What follows belongs to an exercise in optimizing a design on an open flow for small area, a short achievable clock period and few clock cycles; a production flow would make more cautious choices. RTL that was checked went through simulation tests only; none was proved equivalent to the original. Power figures rest on the tool's default switching activity, not on a simulated workload.

P:
==> flow/design.v <==
module vlq_codec (
    input  wire         clk,
    input  wire         rst,
    input  wire         req_valid,
    output wire         req_ready,
    input  wire [4:0]   req_op,
    input  wire [127:0] req_value,
    input  wire [127:0] req_acc,
    input  wire [31:0]  req_cap,
    input  wire [31:0]  req_len,
    output wire         rsp_valid,
    output wire [31:0]  rsp_count,
    output wire [127:0] rsp_acc,
    output wire         rsp_term,
    output wire [1:0]   rsp_status,
    output wire         mem_valid,
    output wire         mem_we,
    output wire [31:0]  mem_addr,
    output wire [7:0]   mem_wdata,
    input  wire         mem_ready,
    input  wire [7:0]   mem_rdata
);
    localparam [1:0] F_SIZE = 2'd0, F_ENC = 2'd1, F_DEC = 2'd2;
    localparam [1:0] W_32 = 2'd0, W_64 = 2'd1, W_128 = 2'd2;
    localparam [1:0] ST_OK = 2'd0, ST_NOCAP = 2'd1, ST_INCOMPLETE = 2'd2,
                     ST_ILLEGAL = 2'd3;
    reg         sz_q, wr_q, rd_q, rsp_q, mv_q, rdy_q;
    reg         size_q;          
    reg [1:0]   width_q;
    reg         orient_r_q;      
    reg [127:0] x_q;             
    reg [31:0]  c_q;             
    reg [31:0]  rem_q;           
    reg [7:0]   wd_q;            
    reg         term_q;
    reg [1:0]   status_q;
    wire [1:0] req_width  = req_op[4:3];
    wire       req_orient = req_op[2];
    wire [1:0] req_func   = req_op[1:0];
    wire       req_illegal = (req_width == 2'b11) || (req_func == 2'b11);
    reg  [18:0] nz_r32, nz_r64, nz_r128, nz_l32, nz_l64, nz_l128, nz;
    reg  [18:0] nz_q;
    integer g;
    always @(*) begin
        nz_r32 = 19'd0; nz_r64 = 19'd0; nz_r128 = 19'd0;
        nz_l32 = 19'd0; nz_l64 = 19'd0; nz_l128 = 19'd0;
        for (g = 0; g < 18; g = g + 1) nz_r128[g] = |req_value[7*g +: 7];
        nz_r128[18] = |req_value[127:126];
        for (g = 0; g < 9; g = g + 1)  nz_r64[g]  = |req_value[7*g +: 7];
        nz_r64[9] = req_value[63];
        for (g = 0; g < 4; g = g + 1)  nz_r32[g]  = |req_value[7*g +: 7];
        nz_r32[4] = |req_value[31:28];
        for (g = 0; g < 4; g = g + 1)  nz_l32[g]  = |req_value[31 - 7*g -: 7];
        nz_l32[4] = |req_value[3:0];
        for (g = 0; g < 9; g = g + 1)  nz_l64[g]  = |req_value[63 - 7*g -: 7];
        nz_l64[9] = req_value[0];
        for (g = 0; g < 18; g = g + 1) nz_l128[g] = |req_value[127 - 7*g -: 7];
        nz_l128[18] = |req_value[1:0];
        case ({req_width, req_orient})
            3'b001:  nz = nz_r32;
            3'b011:  nz = nz_r64;
            3'b000:  nz = nz_l32;
            3'b010:  nz = nz_l64;
            3'b100:  nz = nz_l128;
            default: nz = nz_r128;
        endcase
    end
    reg [4:0] sz_n, sz_m;
    reg       cap_lt;
    always @(*) begin
        sz_n = 5'd1;
        sz_m = 5'd0;
        cap_lt = 1'b0;
        for (g = 0; g < 19; g = g + 1) begin
            if (nz_q[g] || g == 0) begin
                sz_n = g + 1;
                sz_m = g;
            end
            if ((nz_q[g] || g == 0) && rem_q[4:0] <= g)
                cap_lt = 1'b1;
        end
    end
    wire cap_short = (rem_q[31:5] == 27'd0) && cap_lt;
    reg [6:0] grp0;
    always @(*) begin
        if (orient_r_q)
            grp0 = x_q[6:0];
        else case (width_q)
            W_32:    grp0 = x_q[31:25];
            W_64:    grp0 = x_q[63:57];
            default: grp0 = x_q[127:121];
        endcase
    end
    wire [6:0] b = rd_q ? mem_rdata[6:0] : 7'd0;
    reg  [6:0]   grp_next;       
    always @(*) begin
        if (orient_r_q)
            grp_next = x_q[13:7];
        else case (width_q)
            W_32:    grp_next = x_q[24:18];
            W_64:    grp_next = x_q[56:50];
            default: grp_next = x_q[120:114];
        endcase
    end
    wire shift_up = rd_q ? orient_r_q : ~orient_r_q;
    wire last_write = (c_q[4:0] == 5'd0);
    wire last_read  = (rem_q == 32'd1);
    wire accept = req_valid && rdy_q;
    wire adv    = mv_q && mem_ready;
    wire fin    = adv && (wr_q ? last_write : (!mem_rdata[7] || last_read));
    wire enc_go = !size_q && !cap_short;     
    always @(posedge clk) begin
        if (rst) begin
            sz_q  <= 1'b0;
            wr_q  <= 1'b0;
            rd_q  <= 1'b0;
            rsp_q <= 1'b0;
            mv_q  <= 1'b0;
            rdy_q <= 1'b1;
        end else if (accept) begin
            sz_q  <= !req_illegal && !req_func[1];
            wr_q  <= 1'b0;
            rd_q  <= !req_illegal && req_func == F_DEC && req_len != 32'd0;
            rsp_q <= req_illegal || (req_func == F_DEC && req_len == 32'd0);
            mv_q  <= !req_illegal && req_func == F_DEC && req_len != 32'd0;
            rdy_q <= req_illegal || (req_func == F_DEC && req_len == 32'd0);
        end else if (sz_q) begin
            sz_q  <= 1'b0;
            wr_q  <= enc_go;
            mv_q  <= enc_go;
            rsp_q <= !enc_go;
            rdy_q <= !enc_go;
        end else if (fin) begin
            wr_q  <= 1'b0;
            rd_q  <= 1'b0;
            mv_q  <= 1'b0;
            rsp_q <= 1'b1;
            rdy_q <= 1'b1;
        end else if (rsp_q) begin
            rsp_q <= 1'b0;
        end
    end
    always @(posedge clk)
        nz_q <= nz;
    always @(posedge clk) begin
        if (rdy_q) begin
            width_q    <= req_width;
            orient_r_q <= req_orient;
            size_q     <= !req_func[0];
            rem_q      <= (req_func == F_DEC) ? req_len : req_cap;
            term_q     <= 1'b0;
            c_q        <= 32'd0;
            status_q   <= req_illegal ? ST_ILLEGAL : ST_INCOMPLETE;
        end else if (sz_q) begin
            wd_q       <= {1'b0, grp0};
            rem_q      <= {27'd0, sz_n};
            c_q        <= size_q ? {27'd0, sz_n} : cap_short ? 32'd0 : {27'd0, sz_m};
            status_q   <= (!size_q && cap_short) ? ST_NOCAP : ST_OK;
        end else if (adv) begin
            if (wr_q) begin
                wd_q <= {1'b1, grp_next};
                c_q  <= last_write ? rem_q : {27'd0, c_q[4:0] - 5'd1};
            end else begin
                c_q   <= c_q + 32'd1;
                rem_q <= rem_q - 32'd1;
                if (!mem_rdata[7]) begin
                    term_q   <= 1'b1;
                    status_q <= ST_OK;
                end
            end
        end
    end
    wire ld_acc  = req_illegal || req_func == F_DEC;
    wire ld_val  = rdy_q && !ld_acc;
    wire ld_a0   = rdy_q && ld_acc;                              
    wire ld_a1   = ld_a0 && (req_illegal || req_width != W_32);   
    wire ld_a2   = ld_a0 && (req_illegal || req_width[1]);       
    wire sh      = adv;                  
    wire sh_up   = sh && shift_up;
    wire sh_dn   = sh && !shift_up;
    wire w32     = (width_q == W_32);
    wire w128    = width_q[1];
    wire hold    = !rdy_q && !adv;
    wire [127:0] sel_ld_acc = {{64{ld_a2}}, {32{ld_a1}}, {32{ld_a0}}};
    wire [127:0] sel_up = {{64{sh_up && w128}}, {32{sh_up && !w32}}, {32{sh_up}}};
    wire [127:0] sel_dn = {7'd0, {57{sh_dn && w128}}, {7{sh_dn && w128}},
                           {25{sh_dn && !w32}}, {7{sh_dn && !w32}}, {25{sh_dn}}};
    wire [127:0] sel_b  = {{7{sh_dn && w128}}, 57'd0, {7{sh_dn && !w32 && !w128}},
                           25'd0, {7{sh_dn && w32}}, 25'd0};
    always @(posedge clk) begin
        x_q <= ({128{ld_val}} & req_value)
             | (sel_ld_acc & req_acc)
             | (sel_up & {x_q[120:0], b})
             | (sel_dn & {7'd0, x_q[127:7]})
             | (sel_b & {b, 57'd0, b, 25'd0, b, 25'd0})
             | ({128{hold}} & x_q);
    end
    assign req_ready  = rdy_q;
    assign rsp_valid  = rsp_q;
    assign rsp_count  = c_q;
    assign rsp_acc    = x_q;
    assign rsp_term   = term_q;
    assign rsp_status = status_q;
    assign mem_valid  = mv_q;
    assign mem_we     = wr_q;
    assign mem_addr   = c_q;
    assign mem_wdata  = wd_q;
endmodule
export LEC_CHECK = 0
export CAP_MARGIN = 20
export CORE_MARGIN = 2
export CORE_UTILIZATION = 40
export SETUP_SLACK_MARGIN = 5
export SLEW_MARGIN = 20
export TNS_END_PERCENT = 100
create_clock -name core_clock -period 8.0 [get_ports {clk}]
standard.sh (not shown) runs the stock make flow with config.mk's settings and CLKGATE_MAP_FILE= SYNTH_SCRIPT=/design/flow/synth_recipe.tcl, a recipe that flattens the netlist after the stock synthesis.
==> flow/flow/run.sh <==
#!/bin/bash
# The standard layout, with the port buffers made from the smallest buffer
# cell instead of the one buffer_ports picks by default; the resizer still
# sizes them up where timing or slew calls for it.
set -euo pipefail
export BUFFER_PORTS_ARGS="-buffer_cell sky130_fd_sc_hd__buf_1"
bash standard.sh finish > standard_flow.log 2>&1
For Q, these inputs were changed with respect to P:
--- a/flow/design.v
+++ b/flow/design.v
@@ -81,5 +81,5 @@
         end
     end
-    wire cap_short = (rem_q[31:5] == 27'd0) && cap_lt;
+    wire cap_short = rem_q[5] && cap_lt;
     reg [6:0] grp0;
     always @(*) begin
@@ -93,14 +93,4 @@
     end
     wire [6:0] b = rd_q ? mem_rdata[6:0] : 7'd0;
-    reg  [6:0]   grp_next;       
-    always @(*) begin
-        if (orient_r_q)
-            grp_next = x_q[13:7];
-        else case (width_q)
-            W_32:    grp_next = x_q[24:18];
-            W_64:    grp_next = x_q[56:50];
-            default: grp_next = x_q[120:114];
-        endcase
-    end
     wire shift_up = rd_q ? orient_r_q : ~orient_r_q;
     wire last_write = (c_q[4:0] == 5'd0);
@@ -148,5 +138,6 @@
             orient_r_q <= req_orient;
             size_q     <= !req_func[0];
-            rem_q      <= (req_func == F_DEC) ? req_len : req_cap;
+            rem_q      <= (req_func == F_DEC) ? req_len :
+                          {req_len[31:6], req_cap[31:5] == 27'd0, req_cap[4:0]};
             term_q     <= 1'b0;
             c_q        <= 32'd0;
@@ -159,5 +150,5 @@
         end else if (adv) begin
             if (wr_q) begin
-                wd_q <= {1'b1, grp_next};
+                wd_q <= {1'b1, grp0};
                 c_q  <= last_write ? rem_q : {27'd0, c_q[4:0] - 5'd1};
             end else begin
@@ -176,10 +167,10 @@
     wire ld_a1   = ld_a0 && (req_illegal || req_width != W_32);   
     wire ld_a2   = ld_a0 && (req_illegal || req_width[1]);       
-    wire sh      = adv;                  
+    wire sh      = adv || sz_q;          
     wire sh_up   = sh && shift_up;
     wire sh_dn   = sh && !shift_up;
     wire w32     = (width_q == W_32);
     wire w128    = width_q[1];
-    wire hold    = !rdy_q && !adv;
+    wire hold    = !rdy_q && !adv && !sz_q;
     wire [127:0] sel_ld_acc = {{64{ld_a2}}, {32{ld_a1}}, {32{ld_a0}}};
     wire [127:0] sel_up = {{64{sh_up && w128}}, {32{sh_up && !w32}}, {32{sh_up}}};
Q vs. P: wire length of the first global-routing pass now smaller; maximum VDD drop now larger; fill cell instance count of the final layout now smaller.
On met1 track utilization from global routing, Q and P are basically level.
Relative to P, utilization has increased by 1.0 points in Q.
Combinational power share came out higher on Q than on P.
Worst setup path startpoint: x_q[31]$_DFF_P_ -> P, x_q[58]$_DFF_P_ -> Q
The run showing the greater combined area of the multi-input logic cells is P.
Die area was lower in the run labelled Q.
Setup slack: Q vs P up 0.021 ns
Diff P -> Q: cell count after placement went down; clock network power share fell 2.6 points; TritonCTS buffer count essentially unchanged.
Q has final RePlAce weighted congestion below what P had.
Clock-pin slew on the worst setup and hold paths: P vs Q, no meaningful difference
Testbench counts of Q, summed over its fixed seeds: cycles 54,168.
For P, only the layout was checked, not whether the RTL still works.

========
## tundra
RTL: one of the versions met above, not the one the previous note started from.
Size: about 1600 cells after synthesis, about 230 flip-flops, about 540 I/O pins, roughly 13000 µm² of cells after synthesis.
export LEC_CHECK = 0
export CAP_MARGIN = 20
export CORE_MARGIN = 2
export CORE_UTILIZATION = 40
export CTS_CLUSTER_DIAMETER = 100
export CTS_CLUSTER_SIZE = 22
export SETUP_SLACK_MARGIN = 5
export SLEW_MARGIN = 20
export TNS_END_PERCENT = 100
create_clock -name core_clock -period 8.0 [get_ports {clk}]
Scripts as last shown in full above: flow/flow/run.sh
tundra reached the end of the flow, and the finished layout is clean on the timing, DRC and antenna checks.
Testbench counts of tundra, summed over its fixed seeds: cycles 54,168.
--- input diff tundra..indigo ---
--- a/flow/design.v
+++ b/flow/design.v
@@ -133,37 +133,46 @@
     always @(posedge clk)
         nz_q <= nz;
     always @(posedge clk) begin
         if (rdy_q) begin
             width_q    <= req_width;
             orient_r_q <= req_orient;
             size_q     <= !req_func[0];
-            rem_q      <= (req_func == F_DEC) ? req_len :
-                          {req_len[31:6], req_cap[31:5] == 27'd0, req_cap[4:0]};
             term_q     <= 1'b0;
             c_q        <= 32'd0;
             status_q   <= req_illegal ? ST_ILLEGAL : ST_INCOMPLETE;
         end else if (sz_q) begin
             wd_q       <= {1'b0, grp0};
-            rem_q      <= {27'd0, sz_n};
             c_q        <= size_q ? {27'd0, sz_n} : cap_short ? 32'd0 : {27'd0, sz_m};
             status_q   <= (!size_q && cap_short) ? ST_NOCAP : ST_OK;
         end else if (adv) begin
             if (wr_q) begin
                 wd_q <= {1'b1, grp0};
                 c_q  <= last_write ? rem_q : {27'd0, c_q[4:0] - 5'd1};
             end else begin
                 c_q   <= c_q + 32'd1;
-                rem_q <= rem_q - 32'd1;
                 if (!mem_rdata[7]) begin
                     term_q   <= 1'b1;
                     status_q <= ST_OK;
                 end
             end
         end
+    end
+    wire        rem_ld   = rdy_q;
+    wire        rem_sz   = sz_q;
+    wire        rem_dec  = rd_q && mem_ready;
+    wire        rem_hold = !rdy_q && !sz_q && !rem_dec;
+    wire [31:0] rem_new  = (req_func == F_DEC) ? req_len :
+                           {req_len[31:6], req_cap[31:5] == 27'd0, req_cap[4:0]};
+    wire [31:0] rem_m1   = rem_q - 32'd1;
+    always @(posedge clk) begin
+        rem_q <= ({32{rem_ld}} & rem_new)
+               | ({32{rem_sz}} & {27'd0, sz_n})
+               | ({32{rem_dec}} & rem_m1)
+               | ({32{rem_hold}} & rem_q);
     end
     wire ld_acc  = req_illegal || req_func == F_DEC;
     wire ld_val  = rdy_q && !ld_acc;
     wire ld_a0   = rdy_q && ld_acc;                              
     wire ld_a1   = ld_a0 && (req_illegal || req_width != W_32);   
     wire ld_a2   = ld_a0 && (req_illegal || req_width[1]);       
     wire sh      = adv || sz_q;          
==> summary.txt <==
In the flow results for indigo and tundra, the switching power share of the total is larger on indigo. In the metrics for indigo and tundra, the one carrying the lower layout overhead on the synthesized area is indigo. Across both runs, total global-route track usage was higher for indigo than for tundra. On indigo: number of cells produced by synthesis is 40 higher than what tundra gave. There was hardly any difference in arithmetic-cell share of the synthesized area counting full adders, half adders and majority gates between tundra and indigo. Any difference in power consumption between tundra and indigo is small enough to ignore.
Testbench counts of indigo, summed over its fixed seeds: cycles 54,168.

## afterwards: timing with drivers on the ports
The flow's constraints put no driver on any port. The routed layouts listed below were extracted and timed again, unchanged, in two steps.
Step 1 (the two cells are an assumption about what drives the block):
set clk [get_ports {clk}]
set_driving_cell -lib_cell sky130_fd_sc_hd__clkbuf_16 $clk
set_driving_cell -lib_cell sky130_fd_sc_hd__buf_2 [delete_from_list [all_inputs] $clk]
Step 2, shift: input delay + t, output delay - t, t = (earliest + latest rising clock arrival at the registers) / 2. This alone moves slack from input paths to output paths.
Slacks: ideal / step 1 / step 2; pairs: ideal / step 1.
| run | t, ns | setup slack, ns | worst setup path at the end | cell pins on the clock port's net |
|---|---|---|---|---|
| P | 0.615 | 5.000 / 4.947 / 4.437 | input to register | 1 |
| Q | 0.599 | 5.021 / 4.967 / 4.456 | input to register | 1 |
| tundra | 0.550 | 5.015 / 4.969 / 4.488 | input to register | 1 |
| indigo | 0.556 | 5.038 / 4.984 / 4.494 | input to register | 1 |
After both steps every run listed still meets setup and hold. For Q, which loses most, drivers alone change the setup slack by -0.054 ns; drivers and shift together by -0.565 ns.
